From an optimization exercise on the open Yosys and OpenROAD flow, aimed at small area; shortcuts taken in it are not production practice.
Only simulation tests tie the RTL to the original design; equivalence was not proved.
No activity file was given, so power comes from the tool's default toggle rates.

## run 1
// avc
module avc (
    input  wire        clk,
    input  wire        rst,
    input  wire        rx,
    output wire        tx,
    output wire        en,
    input  wire [9:0]  haddr,
    input  wire [15:0] hwdata,
    input  wire        hwe,
    output reg  [15:0] hrdata
);
clock: 10.0 ns
lec_check: 0
abc_area: 1
cap_margin: 20
core_margin: 2
core_utilization: 65
cts_buf_list: sky130_fd_sc_hd__clkbuf_8
cts_cluster_diameter: 60
cts_cluster_size: 15
place_density: 0.75
slew_margin: 20
standard.sh (not shown) runs the stock make flow with config.mk's settings and CLKGATE_MAP_FILE= SYNTH_SCRIPT=/design/flow/synth_recipe.tcl, a recipe that flattens the netlist after the stock synthesis.
==> flow/flow/run.sh <==
#!/bin/bash
# Standard layout, with two changes: port buffers use buf_2 instead of the
# default pick, and clock tree synthesis uses small clock buffers in small
# clusters without dummy loads.
set -euo pipefail
export BUFFER_PORTS_ARGS="-buffer_cell sky130_fd_sc_hd__buf_2"
export CTS_ARGS="-sink_clustering_enable -repair_clock_nets -buf_list sky130_fd_sc_hd__clkbuf_4 -sink_clustering_size 9 -sink_clustering_max_diameter 45 -dont_use_dummy_load"
bash standard.sh > standard.log 2>&1
[inputs] run 2 vs run 1
-- flow/design.v --
<<< run 1, line 91
    reg [11:0] rxm_master, rxm_slave;
    reg [3:0]  rxm_control;
    reg [4:0]  rxm_len;   
    reg [255:0] rxd;
    reg        txm_bcast;
>>> run 2, line 91
    reg [11:0] rxm_master, rxm_slave;
    reg [3:0]  rxm_control;
    reg [5:0]  rxm_len;
    reg [255:0] rxd;
    reg        txm_bcast;
<<< run 1, line 156
    wire [7:0] wlen = acc[7:0];
    wire len_bad = !((wlen[7:6] == 2'd0) && (wlen[5] ? (wlen[4:0] == 5'd0) : (wlen[4:0] != 5'd0)));
    wire [5:0] blen = dw ? txm_len[5:0] : {rxm_len == 5'd0, rxm_len};
    wire last_byte = (bidx == blen);
    reg        u_ok;        
>>> run 2, line 156
    wire [7:0] wlen = acc[7:0];
    wire len_bad = !((wlen[7:6] == 2'd0) && (wlen[5] ? (wlen[4:0] == 5'd0) : (wlen[4:0] != 5'd0)));
    wire [5:0] blen = dw ? txm_len[5:0] : rxm_len;
    wire last_byte = (bidx == blen);
    reg        u_ok;        
<<< run 1, line 232
            rxm_bcast <= s_bit;
        if (msg && !dw && u_field && fid == 3'd5 && u_ok)
            rxm_len <= acc[4:0];
        if (cmd_go) begin
            op   <= cmd_op;
>>> run 2, line 232
            rxm_bcast <= s_bit;
        if (msg && !dw && u_field && fid == 3'd5 && u_ok)
            rxm_len <= acc[5:0];
        if (cmd_go) begin
            op   <= cmd_op;
<<< run 1, line 322
    endgenerate
    wire [15:0] status = {2'b00, cause, err, 3'b000, rxm_valid, en_r, ok_r, done_r, busy};
    wire        rin    = rxm_valid && (rxm_len == 5'd0 || haddr[4:0] < rxm_len);
    always @* begin
        hrdata = 16'd0;
>>> run 2, line 322
    endgenerate
    wire [15:0] status = {2'b00, cause, err, 3'b000, rxm_valid, en_r, ok_r, done_r, busy};
    wire        rin    = rxm_valid && ({1'b0, haddr[4:0]} < rxm_len);
    always @* begin
        hrdata = 16'd0;
<<< run 1, line 335
            10'h012: hrdata = rxm_valid ? {4'd0, rxm_slave}    : 16'd0;
            10'h013: hrdata = rxm_valid ? {12'd0, rxm_control} : 16'd0;
            10'h014: hrdata = rxm_valid ? {10'd0, rxm_len == 5'd0, rxm_len} : 16'd0;
            10'h020: hrdata = {15'd0, txm_bcast};
            10'h021: hrdata = {4'd0, txm_master};
>>> run 2, line 335
            10'h012: hrdata = rxm_valid ? {4'd0, rxm_slave}    : 16'd0;
            10'h013: hrdata = rxm_valid ? {12'd0, rxm_control} : 16'd0;
            10'h014: hrdata = rxm_valid ? {10'd0, rxm_len}     : 16'd0;
            10'h020: hrdata = {15'd0, txm_bcast};
            10'h021: hrdata = {4'd0, txm_master};
Run 2 closes out successfully: all stages finished, all timing, DRC and antenna checks passed.
Minimum hold slack ended up 0.020 ns lower on run 2 than on run 1.
Run 2 against run 1: number of antenna violations at the first check in global routing now larger, count of distinct cell types in the synthesized netlist higher, non-clock buffer count moved down, register area share after synthesis held.
Summary: with run 1 as the reference, top achievable clock speed in run 2 moved up slightly.
Net switching share of the total power: run 2 vs run 1, no meaningful difference
Delta (run 2 minus run 1): area of all placed cells without fillers neither gained nor lost much, final-layout clock buffer total lost 2.
| met1 usage | run 2 vs run 1 | 2.4 points higher |

---

job 101:
RTL: one of the versions met above, not the one the previous note started from.
For scale: roughly 3100 cells after synthesis, roughly 700 flip-flops, roughly 0.027 sq mm of cells after synthesis.
Design avc, start of the top module:
module avc (
    input  wire        clk,
    input  wire        rst,
    input  wire        rx,
    output wire        tx,
    output wire        en,
    input  wire [9:0]  haddr,
    input  wire [15:0] hwdata,
    input  wire        hwe,
    output reg  [15:0] hrdata
);
==> flow/config.mk <==
export PLATFORM = sky130hd
export DESIGN_NAME = avc
export DESIGN_NICKNAME = avc
export VERILOG_FILES = /design/flow/design.v
export SDC_FILE = /design/flow/constraint.sdc
export NUM_CORES = 4
export LEC_CHECK = 0
export ABC_AREA = 1
export CAP_MARGIN = 20
export CORE_MARGIN = 2
export CORE_UTILIZATION = 65
export CTS_BUF_LIST = sky130_fd_sc_hd__clkbuf_8
export CTS_CLUSTER_DIAMETER = 60
export CTS_CLUSTER_SIZE = 15
export PLACE_DENSITY = 0.75
export SLEW_MARGIN = 20
==> flow/constraint.sdc <==
create_clock -name core_clock -period 10.0 [get_ports {clk}]
set_input_delay 2.0000 -clock core_clock [delete_from_list [all_inputs] [get_ports {clk}]]
set_output_delay 2.0000 -clock core_clock [all_outputs]
set_load 0.01 [all_outputs]
==> flow/flow/run.sh <==
#!/bin/bash
# Standard layout, with two changes: port buffers use buf_1 instead of the
# default pick, and clock tree synthesis uses small clock buffers in small
# clusters without dummy loads.
set -euo pipefail
export BUFFER_PORTS_ARGS="-buffer_cell sky130_fd_sc_hd__buf_1"
export CTS_ARGS="-sink_clustering_enable -repair_clock_nets -buf_list sky130_fd_sc_hd__clkbuf_4 -sink_clustering_size 9 -sink_clustering_max_diameter 45 -dont_use_dummy_load"
bash standard.sh > standard.log 2>&1
Here is what was changed in the inputs of job 102 compared with job 101.
--- a/flow/design.v
+++ b/flow/design.v
@@ -81,25 +81,25 @@
     output reg  [15:0] hrdata
 );
     reg        en_r;
     reg [11:0] local_addr;
     reg [15:0] arg;
     reg [15:0] res;
     reg        busy, done_r, ok_r, rxm_valid;
     reg [3:0]  err;
     reg [1:0]  cause;
     reg        rxm_bcast;
     reg [11:0] rxm_master, rxm_slave;
     reg [3:0]  rxm_control;
-    reg [5:0]  rxm_len;
+    reg [4:0]  rxm_len;   
     reg [255:0] rxd;
     reg        txm_bcast;
     reg [11:0] txm_master, txm_slave;
     reg [3:0]  txm_control;
     reg [8:0]  txm_len;
     reg [255:0] txd;
     reg [3:0]  op;
     reg        b_r;
     reg [2:0]  fid;
     reg        ack;       
     reg        aph;       
     reg        fph;       
@@ -146,25 +146,25 @@
     wire [4:0] cmd_n   = hwdata[8:4];
     wire [4:0] cmd_nm1 = cmd_n - 5'd1;
     wire       txm_ok  = (txm_len[8:6] == 3'd0) &&
                          (txm_len[5] ? (txm_len[4:0] == 5'd0) : (txm_len[4:0] != 5'd0));
     wire       cmd_cod = (cmd_op[3:2] == 2'b01) || (cmd_op[3:1] == 3'b101) || (cmd_op == 4'hC) ||
                          (cmd_op[3:1] == 3'b100 && (!cmd_n[4] || cmd_n[3:0] == 4'd0)) ||
                          (cmd_op == 4'hD && txm_ok);
     wire       cmd_wr  = cmd_op[3] ? cmd_op[0] : cmd_op[1];
     wire answering = msg ? (!rxm_bcast && rxm_slave == local_addr) : b_r;
     wire expct    = msg ? !txm_bcast : b_r;
     wire [7:0] wlen = acc[7:0];
     wire len_bad = !((wlen[7:6] == 2'd0) && (wlen[5] ? (wlen[4:0] == 5'd0) : (wlen[4:0] != 5'd0)));
-    wire [5:0] blen = dw ? txm_len[5:0] : rxm_len;
+    wire [5:0] blen = dw ? txm_len[5:0] : {rxm_len == 5'd0, rxm_len};
     wire last_byte = (bidx == blen);
     reg        u_ok;        
     reg        u_fail;      
     reg [1:0]  u_kind;      
     reg        u_more;      
     reg        u_reply;     
     reg        v_shift;     
     reg        v_send;      
     always @* begin
         u_ok = 1'b0; u_fail = 1'b0; u_kind = s_kind; u_more = 1'b0;
         u_reply = 1'b0; v_shift = 1'b0; v_send = 1'b0;
         if (s_done) begin
@@ -222,25 +222,25 @@
         if (v_shift) begin
             acc <= {acc[14:0], s_bit};
             case (fid)
                 3'd2: if (msg) rxm_master  <= {rxm_master[10:0], s_bit};
                 3'd3: if (msg) rxm_slave   <= {rxm_slave[10:0], s_bit};
                 3'd4: if (msg) rxm_control <= {rxm_control[2:0], s_bit};
                 default: ;
             endcase
         end
         if (msg && !dw && u_bit && u_ok)
             rxm_bcast <= s_bit;
         if (msg && !dw && u_field && fid == 3'd5 && u_ok)
-            rxm_len <= acc[5:0];
+            rxm_len <= acc[4:0];
         if (cmd_go) begin
             op   <= cmd_op;
             b_r  <= hwdata[9];
             bidx <= 6'd0;
             ack  <= (cmd_op[3:1] == 3'b101);
             aph  <= 1'b0;
             fph  <= (cmd_n == 5'd0);
             par  <= 1'b0;
             ix   <= cmd_nm1[3:0];
             acc  <= 16'd0;
             fid  <= (cmd_op[3:2] == 2'b01) ? {2'b00, cmd_op[0] ^ cmd_op[1]} :
                     (cmd_op[3:1] == 3'b100) ? 3'd7 : 3'd0;
@@ -312,38 +312,38 @@
     end
     genvar gi;
     generate
         for (gi = 0; gi < 32; gi = gi + 1) begin : g_txd
             always @(posedge clk)
                 if (wr_any && (rst || (haddr[9:5] == 5'b10000 && psel[(gi + 1) % 32])))
                     txd[gi*8 +: 8] <= wd[7:0];
                 else
                     txd[gi*8 +: 8] <= txd[((gi + 1) % 32)*8 +: 8];
         end
     endgenerate
     wire [15:0] status = {2'b00, cause, err, 3'b000, rxm_valid, en_r, ok_r, done_r, busy};
-    wire        rin    = rxm_valid && ({1'b0, haddr[4:0]} < rxm_len);
+    wire        rin    = rxm_valid && (rxm_len == 5'd0 || haddr[4:0] < rxm_len);
     always @* begin
         hrdata = 16'd0;
         case (haddr)
             10'h001: hrdata = arg;
             10'h002: hrdata = status;
             10'h003: hrdata = res;
             10'h004: hrdata = {6'd0, sym, pw};
             10'h005: hrdata = {4'd0, local_addr};
             10'h010: hrdata = rxm_valid ? {15'd0, rxm_bcast}   : 16'd0;
             10'h011: hrdata = rxm_valid ? {4'd0, rxm_master}   : 16'd0;
             10'h012: hrdata = rxm_valid ? {4'd0, rxm_slave}    : 16'd0;
             10'h013: hrdata = rxm_valid ? {12'd0, rxm_control} : 16'd0;
-            10'h014: hrdata = rxm_valid ? {10'd0, rxm_len}     : 16'd0;
+            10'h014: hrdata = rxm_valid ? {10'd0, rxm_len == 5'd0, rxm_len} : 16'd0;
             10'h020: hrdata = {15'd0, txm_bcast};
             10'h021: hrdata = {4'd0, txm_master};
             10'h022: hrdata = {4'd0, txm_slave};
             10'h023: hrdata = {12'd0, txm_control};
             10'h024: hrdata = {7'd0, txm_len};
             default: ;
         endcase
         if (haddr[9:5] == 5'b01000)
             hrdata = rin ? {8'd0, rxr} : 16'd0;
         else if (haddr[9:5] == 5'b10000)
             hrdata = {8'd0, txr};
     end
Results
Having completed the whole flow, job 102 delivered a layout that passed the timing, DRC and antenna checks. Relative to job 101, the routed wire length measured on job 102 has increased by a few percent. The xor/xnor cell area share of the yosys netlist on job 102 is in line with that on job 101. As far as sequential cell count is concerned, job 102 and job 101 perform about the same. The run showing the greater half-perimeter wire length after placement is job 102. Job 102: power in combinational cells lower than job 101. Of job 101 and job 102, job 101 shows the lower via density per instance, with job 102 above it. Comparing job 101 and job 102, net switching fraction of the power is lower on job 102. Taking job 101 as the reference, in job 102 overall power consumption fell by about 0.3%; number of synthesized flops with an enable pin fell by 0.97%; number of DRC markers after the initial detailed-route iteration fell by 1.8%; smallest setup slack after layout fell by 0.14 ns; minimum clock period rose by 0.14 ns. ~same fraction of area in clock buffers and inverters in job 101 and job 102. Lower post-placement setup slack among job 101 and job 102: job 102.

re-timing with driven ports:
Ports are ideal in the flow. The routed layouts listed here were re-timed in OpenROAD.
Step 1 (the two cells are an assumption about what drives the block):
set clk [get_ports {clk}]
set_driving_cell -lib_cell sky130_fd_sc_hd__clkbuf_16 $clk
set_driving_cell -lib_cell sky130_fd_sc_hd__buf_2 [delete_from_list [all_inputs] $clk]
Step 2 adds t to the input delays and takes it off the output delays; t is the mean of the earliest and latest rising clock arrival at the registers after step 1. Input paths then give back, and output paths get back, about the clock's delay inside the block.
a / b / c = ideal ports / drivers / drivers and shift; a / b = the first two.
| run | t (ns) | setup WS [ns] | worst hold slack (ns) | slew at the worst register clock pin (ns) | worst slew at a driven data input, ns |
|---|---|---|---|---|---|
| run 1 | 0.927 | 1.625 / 1.577 / 1.577 | 0.305 / 0.305 / 0.305 | 0.12 / 0.12 | 0.07 |
| run 2 | 0.907 | 1.770 / 1.657 / 1.657 | 0.285 / 0.285 / 0.285 | 0.11 / 0.11 | 0.11 |
| job 101 | 0.890 | 1.595 / 1.522 / 1.522 | 0.316 / 0.316 / 0.316 | 0.12 / 0.12 | 0.10 |
| job 102 | 0.932 | 1.459 / 1.404 / 1.404 | 0.295 / 0.295 / 0.295 | 0.12 / 0.12 | 0.07 |
After both steps setup and hold are still met in every run listed. For run 2, which loses most, drivers alone change the setup slack by -0.113 ns; drivers and shift together by -0.113 ns.
